What follows belongs to an exercise in optimizing a design on an open flow for small area, a short achievable clock period and few clock cycles per item; a production flow would make more cautious choices. Only simulation tests tie the RTL to the original design; equivalence was not proved. Power is estimated from default activity; no workload was simulated.

Design wib_transpose8, start of the top module:
module wib_transpose8 (
    input  wire        clk,
    input  wire        rst,         
    input  wire        in_valid,
    output wire        in_ready,
    input  wire [63:0] in_data,
    output wire        out_valid,
    input  wire        out_ready,
    output wire [63:0] out_data,
    output wire        out_last     
);
    localparam LAT = 224;             
    localparam WIN = 336;             
    function is_adc(input [4:0] w);
        is_adc = (w >= 5'd4 && w <= 5'd15) || (w >= 5'd18);
    endfunction
    function tt_sel(input [7:0] lt, input integer i, input integer j);
        tt_sel = lt[i] & ~lt[j];
    endfunction
    function tau_bit(input [7:0] lt, input integer i);
        tau_bit = lt[i];
    endfunction
    reg  [4:0]  wcnt;                     
    reg         adc_cur, adc_nxt;         
    reg         in_ready_r;
    reg  [63:0] ireg;
    reg         ireg_v;
    reg  [63:0] ifq [0:3];
    reg  [1:0]  ifq_wp, ifq_rp;
    reg  [4:1]  fq;                       
    wire in_fire = in_valid & in_ready_r;
    wire take    = in_fire & adc_cur;
    wire push    = ireg_v;
    wire [4:0] wcnt_n  = in_fire ? ((wcnt == 5'd29) ? 5'd0 : wcnt + 5'd1) : wcnt;
    wire [4:0] wcnt_n1 = (wcnt_n == 5'd29) ? 5'd0 : wcnt_n + 5'd1;
    wire adc_n   = in_fire ? adc_nxt : adc_cur;
    assign in_ready = in_ready_r;
    reg  [7:0] tau;                       
    reg        started;                   
    reg        real_cur, real_prev;       
    reg        go;                        
    reg  [9-1:0] hold;                 
    reg        in_win;                    
    reg        lat_c, lat_x;              
    reg        np_c, np_x;                
    reg        last_c;                    
    reg  [2:1]  ob;                       
    reg  [48:0] ob0, ob1;                 
    reg  [48:0] outr;                     
    wire fifo_ne  = fq[1];
    wire real_eff = started ? real_cur : fifo_ne;
  ...
Size: about 14,000 cells after synthesis, ~11,000 flip-flops, roughly 140 I/O pins, roughly 0.25 mm2 of cells after synthesis.
Settings: LEC_CHECK=0, CAP_MARGIN=20, CORE_MARGIN=2, CORE_UTILIZATION=55, PLACE_DENSITY=0.65, SLEW_MARGIN=20; clock period 8.5 ns.
standard.sh (not shown) runs the stock make flow with config.mk's settings and CLKGATE_MAP_FILE= SYNTH_SCRIPT=/design/flow/synth_recipe.tcl, a recipe that flattens the netlist after the stock synthesis.
==> flow/flow/run.sh <==
#!/bin/bash
# Standard ORFS layout with two changes: port buffers use buf_2 instead of the
# default pick, and clock-tree sinks are clustered into larger groups.
set -euo pipefail
export BUFFER_PORTS_ARGS="-buffer_cell sky130_fd_sc_hd__buf_2"
export CTS_ARGS="-sink_clustering_enable -repair_clock_nets -sink_clustering_size 36 -sink_clustering_max_diameter 60 -sink_buffer_max_cap_derate 1.0 -root_buf sky130_fd_sc_hd__clkbuf_16 -tree_buf sky130_fd_sc_hd__clkbuf_16 -buf_list {sky130_fd_sc_hd__clkbuf_16}"
export SETUP_SLACK_MARGIN=5.6
bash standard.sh > standard.log 2>&1
Testbench counts at the start, summed over its fixed seeds: cycles 18,232, blocks 64.
Next try:
==> flow/flow/run.sh (replaced) <==
#!/bin/bash
# Standard ORFS layout with two changes: port buffers use buf_2 instead of the
# default pick, and clock-tree sinks are clustered into larger groups.
set -euo pipefail
export BUFFER_PORTS_ARGS="-buffer_cell sky130_fd_sc_hd__buf_2"
export CTS_ARGS="-sink_clustering_enable -repair_clock_nets -sink_clustering_size 20 -sink_clustering_max_diameter 45 -sink_buffer_max_cap_derate 1.0 -root_buf sky130_fd_sc_hd__clkbuf_16 -tree_buf sky130_fd_sc_hd__clkbuf_16 -buf_list {sky130_fd_sc_hd__clkbuf_8 sky130_fd_sc_hd__clkbuf_16}"
export SETUP_SLACK_MARGIN=5.6
bash standard.sh > standard.log 2>&1
Clock power decreases by 11%.
Sequential cell count stays the same.
Register-to-register slack gains 0.02 ns.
Cell area shrinks by 1.0%.
Count of clock-buffer cells in the layout grows by 249.
Final cell count rises by 0.93%.
Clock skew increases by 0.0087 ns.
Die area is unchanged.
Setup slack loses 0.0054 ns.
Non-clock buffer count went up by 2.

## try-umber
wib_transpose8, a different RTL version from the one above (not shown whole).
For scale: about 14,000 cells after synthesis, about 11,000 flip-flops, roughly 240,000 um^2 of cells after synthesis.
export LEC_CHECK = 0
export CAP_MARGIN = 20
export CORE_MARGIN = 2
export CORE_UTILIZATION = 55
export PLACE_DENSITY = 0.65
export SLEW_MARGIN = 20
create_clock -name core_clock -period 8.5 [get_ports {clk}]
==> flow/flow/run.sh <==
#!/bin/bash
# Standard ORFS layout with two changes: port buffers use buf_2 instead of the
# default pick, and clock-tree sinks are clustered into larger groups.
set -euo pipefail
export BUFFER_PORTS_ARGS="-buffer_cell sky130_fd_sc_hd__buf_2"
export CTS_ARGS="-sink_clustering_enable -repair_clock_nets -sink_clustering_size 20 -sink_clustering_max_diameter 45 -sink_buffer_max_cap_derate 1.0 -distance_between_buffers 100 -root_buf sky130_fd_sc_hd__clkbuf_16 -tree_buf sky130_fd_sc_hd__clkbuf_16 -buf_list {sky130_fd_sc_hd__clkbuf_8 sky130_fd_sc_hd__clkbuf_16}"
export SETUP_SLACK_MARGIN=5.6
bash standard.sh > standard.log 2>&1
try-umber completed; timing, DRC and antenna clean
Testbench counts of try-umber, summed over its fixed seeds: cycles 18,224, blocks 64.
Relative to try-umber, the following input files were edited for try-xenon:
- changing PLACE_DENSITY from 0.65 to 0.72
- changing CORE_UTILIZATION from 55 to 60
==> flow/flow/run.sh <==
#!/bin/bash
# The standard ORFS layout (standard.sh, standard synthesis unchanged)
# with these changes:
#  - port buffers are buf_2 cells (the default pick is a slow delay cell);
#  - timing repair aims for 5.6 ns of setup slack.
# The make output goes to standard.log; ORFS keeps each step's log under
# orfs/logs/.
set -euo pipefail
export BUFFER_PORTS_ARGS="-buffer_cell sky130_fd_sc_hd__buf_2"
export CTS_ARGS="-sink_clustering_enable -repair_clock_nets -sink_clustering_size 20 -sink_clustering_max_diameter 45 -sink_buffer_max_cap_derate 1.0 -root_buf sky130_fd_sc_hd__clkbuf_16 -tree_buf sky130_fd_sc_hd__clkbuf_16 -buf_list {sky130_fd_sc_hd__clkbuf_8 sky130_fd_sc_hd__clkbuf_16}"
export SETUP_SLACK_MARGIN=5.35
bash standard.sh > standard.log 2>&1
Findings:
Sum of internal, switching and leakage power went down slightly going from try-umber to try-xenon.
Vias: try-xenon fewer than try-umber
Number of global-route vias before repair went up slightly going from try-umber to try-xenon.
The inputs of try-willow differ from those of try-xenon as listed below.
- a change of PLACE_DENSITY from 0.72 to 0.65
- a change of CORE_UTILIZATION from 60 to 55
- an added SETUP_SLACK_MARGIN of 5
==> flow/run.sh (new file) <==
#!/bin/bash
# synth_recipe.tcl (not shown) runs the flow's synth.tcl, then flattens the netlist and writes it again
# the make line also repeats each setting of config.mk as NAME=value (left out here)
make -C /OpenROAD-flow-scripts/flow DESIGN_CONFIG=/design/flow/config.mk WORK_HOME=/design/flow/orfs CLKGATE_MAP_FILE= SYNTH_SCRIPT=/design/flow/synth_recipe.tcl finish
removed: flow/flow/run.sh
removed: flow/standard.sh
Findings:
Wire: try-willow routes more than try-xenon
try-willow against try-xenon: slack of the critical path dropped 0.19 ns; count of nets after finishing grew by 211; final RePlAce weighted congestion now sits lower; wire length on met2 picked up an extra about 4.6%.
Diff try-willow..try-xenon | count of non-CTS inverters in the layout | unchanged
try-willow vs. try-xenon: part of the total power dissipated in the clock network now larger, portion of total power attributed to sequential cells shows a reduction of 11 points, number of enable flip-flop cells after synthesis ~0 delta, maximum fanout encountered on the critical timing path up 17.

Starting RTL as in the previous note.
clock: 8.5 ns
lec_check: 0
cap_margin: 20
core_margin: 2
core_utilization: 55
place_density: 0.65
slew_margin: 20
==> flow/flow/run.sh <==
#!/bin/bash
# Standard ORFS layout with two changes: port buffers use buf_2 instead of the
# default pick, and clock-tree sinks are clustered into larger groups.
set -euo pipefail
export BUFFER_PORTS_ARGS="-buffer_cell sky130_fd_sc_hd__buf_2"
export CTS_ARGS="-sink_clustering_enable -repair_clock_nets -sink_clustering_size 20 -sink_clustering_max_diameter 45 -sink_buffer_max_cap_derate 1.0 -root_buf sky130_fd_sc_hd__clkbuf_16 -tree_buf sky130_fd_sc_hd__clkbuf_16 -buf_list {sky130_fd_sc_hd__clkbuf_8 sky130_fd_sc_hd__clkbuf_16}"
export SETUP_SLACK_MARGIN=6.0
bash standard.sh > standard.log 2>&1
The baseline completed without violations.
Testbench counts at the start, summed over its fixed seeds: cycles 18,224, blocks 64.
Rerun with:
==> flow/flow/run.sh (replaced) <==
#!/bin/bash
# The standard ORFS layout (standard.sh, standard synthesis unchanged)
# with these changes:
#  - port buffers are buf_2 cells (the default pick is a slow delay cell);
#  - timing repair aims for 5.6 ns of setup slack.
# The make output goes to standard.log; ORFS keeps each step's log under
# orfs/logs/.
set -euo pipefail
export BUFFER_PORTS_ARGS="-buffer_cell sky130_fd_sc_hd__buf_2"
export CTS_ARGS="-sink_clustering_enable -repair_clock_nets -sink_clustering_size 20 -sink_clustering_max_diameter 45 -sink_buffer_max_cap_derate 1.0 -root_buf sky130_fd_sc_hd__clkbuf_16 -tree_buf sky130_fd_sc_hd__clkbuf_16 -buf_list {sky130_fd_sc_hd__clkbuf_8 sky130_fd_sc_hd__clkbuf_16}"
export SETUP_SLACK_MARGIN=5.45
bash standard.sh > standard.log 2>&1
Settings changed: CORE_UTILIZATION 55 to 60, PLACE_DENSITY 0.65 to 0.72.
First-iteration DRC count is higher by 7.6%.
Synthesized area stays the same.
Via count is lower by 0.62%.
Power is lower by 1.2%.
Final area is lower by 1.4%.
Wire length is lower by 0.50%.
Synthesized cell count does not change.
Rerun with:
==> flow/flow/run.sh (replaced) <==
#!/bin/bash
# Standard ORFS layout with two changes: port buffers use buf_2 instead of the
# default pick, and clock-tree sinks are clustered into larger groups.
set -euo pipefail
export BUFFER_PORTS_ARGS="-buffer_cell sky130_fd_sc_hd__buf_2"
export CTS_ARGS="-sink_clustering_enable -repair_clock_nets -sink_clustering_size 20 -sink_clustering_max_diameter 45 -sink_buffer_max_cap_derate 1.0 -root_buf sky130_fd_sc_hd__clkbuf_16 -tree_buf sky130_fd_sc_hd__clkbuf_16 -buf_list {sky130_fd_sc_hd__clkbuf_8 sky130_fd_sc_hd__clkbuf_16}"
export SETUP_SLACK_MARGIN=5.6
bash standard.sh > standard.log 2>&1
Non-clock buffer count came out higher by 8.
First-iteration DRC count came out higher by 2.1%.
Setup slack improved by 7.0 ps.
Power came out higher by 0.57%.
Worst hold slack improved by 6.1 ps.
Clock power came out higher by about 2%.
Via count stays flat.
Wire length came out higher by 1.3%.
Final area is about the same.

Setup of v37:
Starting RTL as in the previous note.
// wib_transpose8
module wib_transpose8 (
    input  wire        clk,
    input  wire        rst,         
    input  wire        in_valid,
    output wire        in_ready,
    input  wire [63:0] in_data,
    output wire        out_valid,
    input  wire        out_ready,
    output wire [63:0] out_data,
    output wire        out_last     
);
==> flow/config.mk <==
export PLATFORM = sky130hd
export DESIGN_NAME = wib_transpose8
export DESIGN_NICKNAME = wib_transpose8
export VERILOG_FILES = /design/flow/design.v
export SDC_FILE = /design/flow/constraint.sdc
export NUM_CORES = 8
export LEC_CHECK = 0
export CAP_MARGIN = 20
export CORE_MARGIN = 2
export CORE_UTILIZATION = 55
export PLACE_DENSITY = 0.65
export SLEW_MARGIN = 20
==> flow/constraint.sdc <==
create_clock -name core_clock -period 8.5 [get_ports {clk}]
set_input_delay 1.7000 -clock core_clock [delete_from_list [all_inputs] [get_ports {clk}]]
set_output_delay 1.7000 -clock core_clock [all_outputs]
set_load 0.01 [all_outputs]
==> flow/flow/run.sh <==
#!/bin/bash
# Standard ORFS layout with two changes: port buffers use buf_2 instead of the
# default pick, and clock-tree sinks are clustered into larger groups.
set -euo pipefail
export BUFFER_PORTS_ARGS="-buffer_cell sky130_fd_sc_hd__buf_2"
export CTS_ARGS="-sink_clustering_enable -repair_clock_nets -sink_clustering_size 20 -sink_clustering_max_diameter 45 -sink_buffer_max_cap_derate 1.0 -root_buf sky130_fd_sc_hd__clkbuf_16 -tree_buf sky130_fd_sc_hd__clkbuf_16 -buf_list {sky130_fd_sc_hd__clkbuf_8 sky130_fd_sc_hd__clkbuf_16}"
export SETUP_SLACK_MARGIN=5.6
bash standard.sh > standard.log 2>&1
Testbench counts of v37, summed over its fixed seeds: cycles 18,224, blocks 64.
Edits applied to the flow inputs when going from v37 to v22:
- CORE_UTILIZATION: 55 -> 60
- PLACE_DENSITY: 0.65 -> 0.72
--- a/flow/flow/run.sh
+++ b/flow/flow/run.sh
@@ -1,5 +1,9 @@
 #!/bin/bash
-# Standard ORFS layout with two changes: port buffers use buf_2 instead of the
-# default pick, and clock-tree sinks are clustered into larger groups.
+# The standard ORFS layout (standard.sh, standard synthesis unchanged)
+# with these changes:
+#  - port buffers are buf_2 cells (the default pick is a slow delay cell);
+#  - timing repair aims for 5.6 ns of setup slack.
+# The make output goes to standard.log; ORFS keeps each step's log under
+# orfs/logs/.
 set -euo pipefail
 export BUFFER_PORTS_ARGS="-buffer_cell sky130_fd_sc_hd__buf_2"
--- outcome ---
Taking v37 as the reference, in v22 utilization shows an increase of 5.2 points; die footprint shows a reduction of about 8%; share of total power in the clock network shows a reduction of 0.3 points.
Between v37 and v22, the flow reports routed length per instance increasing by a few percent.

Another version of the RTL of wib_transpose8 (not shown whole).
Size in the first run: ~14000 cells after synthesis, about 11000 flip-flops.
==> flow/config.mk <==
export PLATFORM = sky130hd
export DESIGN_NAME = wib_transpose8
export DESIGN_NICKNAME = wib_transpose8
export VERILOG_FILES = /design/flow/design.v
export SDC_FILE = /design/flow/constraint.sdc
export NUM_CORES = 8
export LEC_CHECK = 0
export CAP_MARGIN = 20
export CORE_MARGIN = 2
export CORE_UTILIZATION = 55
export PLACE_DENSITY = 0.65
export SLEW_MARGIN = 20
==> flow/constraint.sdc <==
create_clock -name core_clock -period 8.5 [get_ports {clk}]
set_input_delay 1.7000 -clock core_clock [delete_from_list [all_inputs] [get_ports {clk}]]
set_output_delay 1.7000 -clock core_clock [all_outputs]
set_load 0.01 [all_outputs]
==> flow/flow/run.sh <==
#!/bin/bash
# Standard ORFS layout with two changes: port buffers use buf_2 instead of the
# default pick, and clock-tree sinks are clustered into larger groups.
set -euo pipefail
export BUFFER_PORTS_ARGS="-buffer_cell sky130_fd_sc_hd__buf_2"
export CTS_ARGS="-sink_clustering_enable -repair_clock_nets -sink_clustering_size 20 -sink_clustering_max_diameter 45 -sink_buffer_max_cap_derate 1.0 -buf_list {sky130_fd_sc_hd__clkbuf_8 sky130_fd_sc_hd__clkbuf_16}"
export SETUP_SLACK_MARGIN=5.4
bash standard.sh > standard.log 2>&1
Testbench counts at the start, summed over its fixed seeds: cycles 18,240, blocks 64.
Then changed:
--- a/flow/flow/run.sh
+++ b/flow/flow/run.sh
@@ -6,3 +6,2 @@
 export CTS_ARGS="-sink_clustering_enable -repair_clock_nets -sink_clustering_size 20 -sink_clustering_max_diameter 45 -sink_buffer_max_cap_derate 1.0 -buf_list {sky130_fd_sc_hd__clkbuf_8 sky130_fd_sc_hd__clkbuf_16}"
-export SETUP_SLACK_MARGIN=5.4
 bash standard.sh > standard.log 2>&1
SETUP_SLACK_MARGIN = 5   (was default)
The new run finished clean.
Core utilization is about the same.
Via count stays flat.
Setup slack degrades by 0.15 ns.
Total power rose by 0.65%.
Sequential share of layout area stays flat.
Synthesized cell count stays the same.
Final area barely changes.
Clock skew grows by 0.014 ns.

## separate check: timing with driven ports
The results above use ideal ports. As a check the final layouts listed here were re-extracted and re-timed, cells and wires unchanged.
Step 1 assumes that a clkbuf_16 drives the clock port and a buf_2 every other input.
Step 2 also shifts input and output timing later by t, the mid clock arrival at the registers, as if the neighbouring blocks saw the same clock.
Slacks: no drivers / after step 1 / after step 2; pairs: no drivers / after step 1.
run | t (ns) | setup WS [ns] | worst setup path after step 2
the first run of note 1 | 1.125 | 5.263 / 5.154 / 4.882 | input to register
the second run of note 1 | 1.121 | 5.258 / 5.149 / 4.956 | input to register
try-umber | 1.341 | 5.033 / 4.918 / 4.549 | input to register
try-xenon | 1.127 | 5.232 / 5.115 / 4.390 | input to register
try-willow | 1.167 | 5.044 / 4.933 / 4.074 | input to register
the first run of note 3 | 1.126 | 5.263 / 5.147 / 4.724 | input to register
the second run of note 3 | 1.134 | 5.236 / 5.122 / 4.488 | input to register
the third run of note 3 | 1.131 | 5.243 / 5.131 / 4.618 | input to register
v37 | 1.123 | 5.240 / 5.125 / 4.571 | input to register
v22 | 1.131 | 5.243 / 5.131 / 4.618 | input to register
the first run of note 5 | 1.248 | 5.142 / 5.025 / 4.458 | input to register
the second run of note 5 | 1.245 | 4.996 / 4.996 / 4.395 | input to register
After both steps every run listed still meets setup and hold. The setup slack of try-willow, which loses most, moves by -0.111 ns with the drivers and by -0.970 ns with both steps.
